What follows belongs to an exercise in optimizing a design on an open flow for small area and few clock cycles per item; a production flow would make more cautious choices. Where RTL was checked, it was by simulation tests only, not by an equivalence proof against the original. Power figures rest on the tool's default switching activity, not on a simulated workload.

==> trial 27: inputs <==
## vs23_setmode
module vs23_setmode (
    input  wire        clk,
    input  wire        rst,             
    input  wire        cmd_valid,
    output wire        cmd_ready,
    input  wire [31:0] cmd_modesel,     
    output wire        tx_valid,
    input  wire        tx_ready,
    output wire        tx_reg,          
    output wire [19:0] tx_addr,         
    output wire [1:0]  tx_len,          
    output wire [31:0] tx_data,         
    output wire [7:0]  err,
    output wire        mode_valid,
    output wire        std_pal,
    output wire        std_il,
    output wire [7:0]  mode_index,
    output wire [19:0] pitch,
    output wire [19:0] base,
    output wire [19:0] index_start,
    output wire [15:0] total_lines,
    output wire [15:0] line_len,
    output wire [15:0] pic_start,
    output wire [15:0] pic_end
);
export LEC_CHECK = 0
export CAP_MARGIN = 20
export CORE_MARGIN = 2
export CORE_UTILIZATION = 40
export SLEW_MARGIN = 20
create_clock -name core_clock -period 16.0 [get_ports {clk}]
standard.sh (not shown) runs the stock make flow with config.mk's settings and CLKGATE_MAP_FILE= SYNTH_SCRIPT=/design/flow/synth_recipe.tcl, a recipe that flattens the netlist after the stock synthesis.
==> flow/flow/run.sh <==
#!/bin/bash
# Standard layout with three changes:
#  - after the standard synthesis, the combinational logic between the
#    flip-flops is re-mapped by ABC for area (flip-flops kept as they are);
#  - ports are buffered with the smallest buffer (sky130_fd_sc_hd__buf_1);
#  - constant outputs share one tie cell instead of one tie cell each.
set -euo pipefail
here=$(pwd)
R=$here/orfs/results/$FLOW_PLATFORM/vs23_setmode/base
YOSYS=${YOSYS_EXE:-$FLOW_HOME/../tools/install/yosys/bin/yosys}
export BUFFER_PORTS_ARGS="-buffer_cell sky130_fd_sc_hd__buf_1"
export SKIP_REPAIR_TIE_FANOUT=1

# 1. standard synthesis
bash standard.sh synth > synth.log 2>&1
cp -p $R/1_2_yosys.v $R/1_2_yosys_std.v

# 2. re-map the logic between the flip-flops
RESYN_LIB=$FLOW_HOME/platforms/sky130hd/lib/sky130_fd_sc_hd__tt_025C_1v80.lib \
RESYN_DONT_USE="$(cat flow/dont_use.txt)" \
RESYN_IN=$R/1_2_yosys_std.v RESYN_TOP=$FLOW_TOP RESYN_ABC=$here/flow/resyn.abc \
RESYN_STAT=$here/resyn_stat.txt RESYN_OUT=$R/1_2_yosys_resyn.v \
  $YOSYS -c flow/resyn.tcl > resyn.log 2>&1
cp $R/1_2_yosys_resyn.v $R/1_2_yosys.v
rm -f $R/1_synth.odb $R/1_synth.sdc

# 3. the rest of the standard flow
bash standard.sh > standard.log 2>&1
==> flow/flow/resyn.abc <==
strash
&get -n
&deepsyn -T 60
&put
dch -f
amap
==> flow/flow/resyn.tcl <==
# Re-map the combinational logic of the standard synthesis for area.
# Every flip-flop instance of the standard netlist is kept as it is (same
# name, same cell); only the gates between them are re-optimised by ABC.
set lib $::env(RESYN_LIB)
set dont_use $::env(RESYN_DONT_USE)
yosys read_liberty -ignore_miss_func $lib
yosys read_verilog $::env(RESYN_IN)
yosys hierarchy -top $::env(RESYN_TOP)
# keep sequential cells as instances
yosys setattr -mod -set keep_hierarchy 1 {sky130_fd_sc_hd__*df*} {sky130_fd_sc_hd__*dl*}
yosys flatten
yosys opt_clean -purge
set du {}
foreach c $dont_use { lappend du -dont_use $c }
yosys abc -script $::env(RESYN_ABC) -liberty $lib {*}$du
yosys opt_clean -purge
# flattening named wires after the cells' pins; drop those names
yosys rename -hide w:*.*
yosys hilomap -singleton -hicell sky130_fd_sc_hd__conb_1 HI -locell sky130_fd_sc_hd__conb_1 LO
yosys insbuf -buf sky130_fd_sc_hd__buf_4 A X
yosys opt_clean -purge
yosys select -module $::env(RESYN_TOP)
yosys tee -o $::env(RESYN_STAT) stat -liberty $lib
yosys write_verilog -noattr -nohex -nodec -selected $::env(RESYN_OUT)
Other scripts of this flow, unchanged in this note and not shown: flow/flow/dont_use.txt
==> build 54: changes against trial 27 <==
--- a/flow/design.v
+++ b/flow/design.v
@@ -30,17 +30,17 @@
             r = 1'b0;
             for (b = 0; b < 10; b = b + 1)
                 r = K[b] ? (~a[b] | r) : (~a[b] & r);
             lt10 = r;
         end
     endfunction
     reg [1:0] sel_idx;
     reg       sel_pal, sel_il;
-    reg       mv;              
+    wire      mv = !(sel_idx[1] && sel_idx[0]);
     reg [1:0] err_r;           
     reg [8:0]  c_L;
     reg [9:0]  c_total;
     reg [12:0] c_is;
     reg [12:0] c_base;
     always @(*) begin
         case ({sel_pal, sel_il})
             2'b00: begin c_L = 9'd228; c_total = 10'd262; c_is = 13'd1824; c_base = 13'd2610; end
@@ -81,32 +81,31 @@
     assign mode_index  = {6'd0, s_idx};
     assign pitch       = {11'd0, s_pitch};
     assign base        = {7'd0, s_base};
     assign index_start = {7'd0, s_is};
     assign total_lines = {6'd0, s_total};
     assign line_len    = {7'd0, s_L};
     assign pic_start   = {4'd0, s_ps};
     assign pic_end     = {4'd0, s_pe};
-    localparam [2:0] S_IDLE = 3'd0, S_VEN0 = 3'd1, S_PROTO = 3'd2, S_INDEX = 3'd3, S_REGS = 3'd4;
-    reg [2:0]  state;
+    localparam [1:0] S_IDLE = 2'd0, S_VEN0 = 2'd1, S_INDEX = 2'd2, S_REGS = 2'd3;
+    reg [3:0]  st;
     reg [9:0]  c;              
-    reg [2:0]  k;              
     reg [12:0] addr;           
     reg [15:0] acc;            
-    reg        pic;            
-    wire st_idle  = (state == S_IDLE);
-    wire st_proto = (state == S_PROTO);
-    wire st_index = (state == S_INDEX);
-    wire st_regs  = (state == S_REGS);
+    wire [2:0] k = st[2:0];
+    wire st_proto = st[3];
+    wire st_idle  = !st[3] && (st[1:0] == S_IDLE);
+    wire st_index = !st[3] && (st[1:0] == S_INDEX);
+    wire st_regs  = !st[3] && (st[1:0] == S_REGS);
     wire cmd_ok = (cmd_modesel[31:10] == 22'd0) && (cmd_modesel[7:0] < 8'd3);
     assign cmd_ready = st_idle;
     assign tx_valid  = !st_idle || (cmd_valid && cmd_ok);
     wire fire = tx_valid && tx_ready;
-    wire [9:0] i = c;
+    wire [9:0] i = {1'b0, c[8:0]};   
     wire lt_n = sel_pal ? lt10(i, 10'd20)  : lt10(i, 10'd16);
     wire lt_s = sel_pal ? lt10(i, 10'd9)   : lt10(i, 10'd7);
     wire lt_l = sel_pal ? lt10(i, 10'd120) : lt10(i, 10'd96);
     wire ge_h = sel_pal ? !lt10(i, 10'd142) : !lt10(i, 10'd114);
     wire lt_sm = sel_pal ? lt10(i, 10'd152) : lt10(i, 10'd122);
     wire lt_lm = sel_pal ? lt10(i, 10'd263) : lt10(i, 10'd211);
     wire in_b = sel_pal ? (!lt10(i, 10'd24) && lt10(i, 10'd34)) : (!lt10(i, 10'd18) && lt10(i, 10'd27));
     reg [1:0] sh_start, sh_mid;
@@ -141,32 +140,34 @@
     localparam [47:0]  RK_B = 48'h4dd933640000;
     localparam [23:0]  RK_C = 24'h4dc99b;
     wire [2:0] rk_a = RK_A[{sel_pal, sel_il, n[3:0]} * 3 +: 3];
     wire [2:0] rk_b = RK_B[n[3:0] * 3 +: 3];
     wire [2:0] rk_c = RK_C[n[2:0] * 3 +: 3];
     wire hi_a = (n[9:4] == 6'd0);
     wire hi_b = sel_il && !sel_pal && (n[9:4] == 6'b010000);
     wire hi_c = sel_il && sel_pal && (n[9:3] == 7'b0100111);
-    wire hi_d = sel_il && sel_pal && (n == 10'd624);
+    wire hi_d = sel_il && sel_pal && has1(n, 10'd624);
     wire [2:0] rk = hi_a ? rk_a : hi_b ? rk_b : hi_c ? rk_c : {2'b00, hi_d};
     reg [9:0] P0, Q0, P1, Q1;
     always @(*) begin
         case ({sel_pal, sel_idx})
             3'b0_00: begin P0 = 10'd39; Q0 = 10'd239; P1 = 10'd302; Q1 = 10'd502; end
             3'b0_01: begin P0 = 10'd27; Q0 = 10'd251; P1 = 10'd290; Q1 = 10'd514; end
             3'b0_10: begin P0 = 10'd39; Q0 = 10'd239; P1 = 10'd302; Q1 = 10'd502; end
             3'b1_00: begin P0 = 10'd47; Q0 = 10'd287; P1 = 10'd360; Q1 = 10'd600; end
             3'b1_01: begin P0 = 10'd39; Q0 = 10'd295; P1 = 10'd352; Q1 = 10'd608; end
             3'b1_10: begin P0 = 10'd39; Q0 = 10'd295; P1 = 10'd352; Q1 = 10'd608; end
             default: begin P0 = 10'bx; Q0 = 10'bx; P1 = 10'bx; Q1 = 10'bx; end
         endcase
     end
-    wire pic_set = (n == P0) || (sel_il && n == P1);
-    wire pic_clr = (n == Q0) || (n == Q1);
+    reg [2:0] ph;
+    wire pic = ph[0];
+    wire [9:0] ev = ph[1] ? (ph[0] ? Q1 : P1) : (ph[0] ? Q0 : P0);
+    wire ph_step = has1(n, ev) && !ph[2] && !(ph[1:0] == 2'd2 && !sel_il);
     wire [23:0] entry = pic ? {7'b1000000, acc, sel_il} : {1'b0, rk, 20'd0};
     reg [31:0] reg_val;
     always @(*) begin
         case (addr[2:0])
             3'd2: reg_val = {19'd0, s_is};
             3'd1: reg_val = {23'd0, s_L};
             3'd3: reg_val = {4'd0, s_pe, 4'd0, s_ps};
             3'd4: reg_val = {28'd0, s_cpp};
@@ -185,94 +186,88 @@
             3'd5: reg_next = 3'd6;
             default: reg_next = 3'd0;
         endcase
     end
     assign tx_reg  = !(st_proto || st_index);
     assign tx_len  = {st_proto || st_index, st_index};
     assign tx_addr = {7'd0, addr};
     assign tx_data = st_proto ? {16'd0, word} : st_index ? {8'd0, entry} : st_regs ? reg_val : 32'd0;
-    wire last_w = sel_pal ? (i == 10'd283) : (i == 10'd227);
+    function automatic has1(input [9:0] a, input [9:0] K);
+        has1 = &(a | ~K);
+    endfunction
+    wire last_w = sel_pal ? has1(i, 10'd283) : has1(i, 10'd227);
     wire last_k = sel_il ? (k == 3'd7) : (k[1:0] == 2'd3);
     reg last_n;
     always @(*) begin
         case ({sel_pal, sel_il})
-            2'b00: last_n = (n == 10'd261);
-            2'b01: last_n = (n == 10'd524);
-            2'b10: last_n = (n == 10'd311);
-            default: last_n = (n == 10'd624);
-        endcase
-    end
-    always @(posedge clk) begin
-        if (st_index && pic) begin
-            if (fire) acc <= acc + {8'd0, s_pitch[8:1]};
+            2'b00: last_n = has1(n, 10'd261);
+            2'b01: last_n = has1(n, 10'd524);
+            2'b10: last_n = has1(n, 10'd311);
+            default: last_n = has1(n, 10'd624);
+        endcase
+    end
+    always @(posedge clk) begin
+        if (st_index && pic) acc <= acc + ({8'd0, s_pitch[8:1]} & {16{fire}});
+        else                 acc <= {4'd0, s_base[12:1]};
+    end
+    wire c_clr = (st_idle && cmd_valid && cmd_ok) || (st_proto && fire && last_w);
+    wire c_inc = fire && (st_proto || st_index);
+    always @(posedge clk) begin
+        if (c_clr) c <= 10'd0;
+        else       c <= c + {9'd0, c_inc};
+    end
+    always @(posedge clk) begin
+        if (!st_index) ph <= 3'd0;
+        else if (fire && ph_step) ph <= ph + 3'd1;
+    end
+    always @(posedge clk) begin
+        if (rst) begin
+            st      <= 4'd0;
+            sel_idx <= 2'd3;
+            err_r   <= 2'd0;
+            addr    <= 13'd0;
+        end else if (st_proto) begin
+            if (fire) begin
+                addr <= addr + 13'd2;
+                if (last_w) begin
+                    if (last_k) st <= {2'b00, S_INDEX};
+                    else        st <= st + 4'd1;
+                end
+            end
         end else begin
-            acc <= {4'd0, s_base[12:1]};
-        end
-    end
-    always @(posedge clk) begin
-        if (!st_index) pic <= 1'b0;
-        else if (fire) begin
-            if (pic_set) pic <= 1'b1;
-            else if (pic_clr) pic <= 1'b0;
-        end
-    end
-    always @(posedge clk) begin
-        if (rst) begin
-            state <= S_IDLE;
-            mv    <= 1'b0;
-            err_r <= 2'd0;
-            addr  <= 13'd0;
-        end else begin
-            case (state)
+            case (st[1:0])
                 S_IDLE: begin
                     if (cmd_valid) begin
                         if (cmd_ok) begin
                             sel_idx <= cmd_modesel[1:0];
                             sel_pal <= cmd_modesel[8];
                             sel_il  <= cmd_modesel[9];
-                            mv      <= 1'b1;
                             err_r   <= 2'd0;
-                            c       <= 10'd0;
-                            k       <= 3'd0;
-                            state   <= tx_ready ? S_PROTO : S_VEN0;
+                            st      <= tx_ready ? 4'b1000 : {2'b00, S_VEN0};
                         end else begin
                             err_r   <= (cmd_modesel[31:10] != 22'd0) ? 2'b01 : 2'b11;
                         end
                     end
                 end
                 S_VEN0: begin
-                    if (fire) state <= S_PROTO;
-                end
-                S_PROTO: begin
-                    if (fire) begin
-                        addr <= addr + 13'd2;
-                        if (last_w) begin
-                            c <= 10'd0;
-                            k <= k + 3'd1;
-                            if (last_k) state <= S_INDEX;
-                        end else begin
-                            c <= c + 10'd1;
-                        end
-                    end
+                    if (fire) st <= 4'b1000;
                 end
                 S_INDEX: begin
                     if (fire) begin
-                        c <= c + 10'd1;
                         if (last_n) begin
-                            addr  <= 13'd2;
-                            state <= S_REGS;
+                            addr <= 13'd2;
+                            st   <= {2'b00, S_REGS};
                         end else begin
                             addr <= addr + 13'd3;
                         end
                     end
                 end
-                S_REGS: begin
+                default: begin  
                     if (fire) begin
                         addr <= {10'd0, reg_next};
-                        if (addr[2:0] == 3'd0) state <= S_IDLE;
+                        if (addr[2:0] == 3'd0) st <= {2'b00, S_IDLE};
                     end
                 end
-                default: state <= S_IDLE;
             endcase
         end
     end
 endmodule
==> flow/flow/run.sh (replaced) <==
#!/bin/bash
# Standard layout with four changes:
#  - after the standard synthesis, the combinational logic between the
#    flip-flops is re-mapped by ABC for area (flip-flops kept as they are);
#  - ports are buffered with the smallest buffer (sky130_fd_sc_hd__buf_1);
#  - constant outputs share one tie cell instead of one tie cell each;
#  - the clock tree uses clkbuf_8 buffers and no dummy loads.
set -euo pipefail
here=$(pwd)
R=$here/orfs/results/$FLOW_PLATFORM/vs23_setmode/base
YOSYS=${YOSYS_EXE:-$FLOW_HOME/../tools/install/yosys/bin/yosys}
export BUFFER_PORTS_ARGS="-buffer_cell sky130_fd_sc_hd__buf_1"
export SKIP_REPAIR_TIE_FANOUT=1
# clock tree: clkbuf_8 buffers (the default picks clkbuf_16), no dummy loads
export CTS_ARGS="-sink_clustering_enable -repair_clock_nets -dont_use_dummy_load -buf_list {sky130_fd_sc_hd__clkbuf_4 sky130_fd_sc_hd__clkbuf_8} -sink_clustering_size 8"

# 1. standard synthesis
bash standard.sh synth > synth.log 2>&1
cp -p $R/1_2_yosys.v $R/1_2_yosys_std.v

# 2. re-map the logic between the flip-flops
RESYN_LIB=$FLOW_HOME/platforms/sky130hd/lib/sky130_fd_sc_hd__tt_025C_1v80.lib \
RESYN_DONT_USE="$(cat flow/dont_use.txt)" \
RESYN_IN=$R/1_2_yosys_std.v RESYN_TOP=$FLOW_TOP \
RESYN_WORK=$here RESYN_SEEDS="0 1 2 3" RESYN_T=90 RESYN_LOG=$here/resyn_seeds.log \
RESYN_STAT=$here/resyn_stat.txt RESYN_OUT=$R/1_2_yosys_resyn.v \
  $YOSYS -c flow/resyn.tcl > resyn.log 2>&1
cp $R/1_2_yosys_resyn.v $R/1_2_yosys.v
rm -f $R/1_synth.odb $R/1_synth.sdc

# 3. the rest of the standard flow
bash standard.sh > standard.log 2>&1
==> flow/flow/resyn.tcl (replaced) <==
# Re-map the combinational logic of the standard synthesis for area.
# Every flip-flop instance of the standard netlist is kept as it is (same
# name, same cell); only the gates between them are re-optimised by ABC.
# ABC's deep synthesis is run with a few random seeds; the smallest mapped
# result is kept.
yosys -import
set lib $::env(RESYN_LIB)
set dont_use $::env(RESYN_DONT_USE)
set top $::env(RESYN_TOP)
yosys read_liberty -ignore_miss_func $lib
yosys read_verilog $::env(RESYN_IN)
yosys hierarchy -top $top
# keep sequential cells as instances
yosys setattr -mod -set keep_hierarchy 1 {sky130_fd_sc_hd__*df*} {sky130_fd_sc_hd__*dl*}
yosys flatten
yosys opt_clean -purge
set du {}
foreach c $dont_use { lappend du -dont_use $c }
yosys design -save pre
set best 1e30
set log [open $::env(RESYN_LOG) w]
foreach seed $::env(RESYN_SEEDS) {
  yosys design -load pre
  set f [open $::env(RESYN_WORK)/resyn_$seed.abc w]
  puts $f "strash\n&get -n\n&deepsyn -T $::env(RESYN_T) -S $seed\n&put\ndch -f\namap"
  close $f
  yosys abc -script $::env(RESYN_WORK)/resyn_$seed.abc -liberty $lib {*}$du $top
  yosys opt_clean -purge
  set st [tee -q -s result.string stat -liberty $lib $top]
  set area 1e30
  regexp {Chip area for module '\\[^']*': ([0-9.]+)} $st -> area
  puts $log "seed $seed area $area"
  flush $log
  if {$area < $best} {
    set best $area
    yosys design -save best
  }
}
puts $log "best $best"
close $log
yosys design -load best
# flattening named wires after the cells' pins; drop those names
yosys rename -hide w:*.*
yosys hilomap -singleton -hicell sky130_fd_sc_hd__conb_1 HI -locell sky130_fd_sc_hd__conb_1 LO
yosys insbuf -buf sky130_fd_sc_hd__buf_4 A X
yosys opt_clean -purge
yosys select -module $top
yosys tee -o $::env(RESYN_STAT) stat -liberty $lib
yosys write_verilog -noattr -nohex -nodec -selected $::env(RESYN_OUT)
removed: flow/flow/resyn.abc
==> qor summary <==
Part of the power in the clock network: trial 27 0.415; build 54 0.166
Setup ws final: trial 27 7810 ps; build 54 7460 ps
Leakage: trial 27 1.51 nW; build 54 1.32 nW
Max power group: trial 27 sequential cells; build 54 combinational cells
Clock latency at the later pin of the worst-skew pair: trial 27 300 ps; build 54 330 ps
Arrival time at the worst endpoint: trial 27 4990 ps; build 54 5340 ps
Synthesized instance count: trial 27 677; build 54 664
FILL cells: trial 27 1258; build 54 1223
Worst hold slack: trial 27 466 ps; build 54 469 ps
Starting density of the core: trial 27 0.414; build 54 0.411
Final sequential cell count: trial 27 53; build 54 52
Headroom to the max-slew limit: trial 27 0.457; build 54 0.397
Count of multi-input gates: trial 27 405; build 54 390
Result of the run: trial 27 no timing/DRC/antenna violations; build 54 no timing/DRC/antenna violations
Launch point of the worst path: trial 27 cmd_modesel[28]; build 54 cmd_valid
Power drawn by the sequential cells: trial 27 0.000142 W; build 54 0.000177 W
Chip height: trial 27 113 µm; build 54 110 µm
Weighted congestion reported at the end of routability-driven placement: trial 27 0.936; build 54 0.986
Met3 global-route usage: trial 27 0.0335; build 54 0.0373
Post-Route M1 WL: trial 27 6430 µm; build 54 5640 µm
Crit Reg-Reg Startpoint: trial 27 mv; build 54 sel_idx[0]
Fraction of area in clock buffers and inverters: trial 27 0.0318; build 54 0.0165
Fraction of area in multi-input gates: trial 27 0.455; build 54 0.489
Via-to-Cell Ratio: trial 27 5.61; build 54 5.61
Global routing usage on met2: trial 27 0.352; build 54 0.352
Overall power of the completed layout: trial 27 0.000269 W; build 54 0.000433 W
Testbench counts of build 54, summed over its fixed seeds: cycles 142,200, commands 72.
No functional check of the RTL was part of trial 27.

afterwards: timing with drivers on the ports:
No port has a modelled driver above. Below, the same layouts with a new extraction and two added sets of constraints. Step 1: set_driving_cell puts a clkbuf_16 on clk and a buf_2 on each other input, an assumption about the parent block. Step 2 moves the port delays by t, midway between the first and last clock arrival at a register: inputs arrive t later, outputs are due t later. That takes back most of the time a late clock gives input paths. a / b / c = no drivers / after step 1 / after step 2; a / b = the first two.
| run | t (ns) | setup WS [ns] | clock arrival spread, ns | worst register clock-pin slew, ns | worst slew at a driven data input, ns |
|---|---|---|---|---|---|
| trial 27 | 0.336 | 7.811 / 7.792 / 7.792 | 0.009 / 0.009 | 0.08 / 0.08 | 0.03 |
| build 54 | 0.348 | 7.458 / 7.437 / 7.437 | 0.029 / 0.028 | 0.11 / 0.11 | 0.04 |
After both steps every run listed still meets setup and hold. For build 54, which loses most, drivers alone change the setup slack by -0.021 ns; drivers and shift together by -0.021 ns.
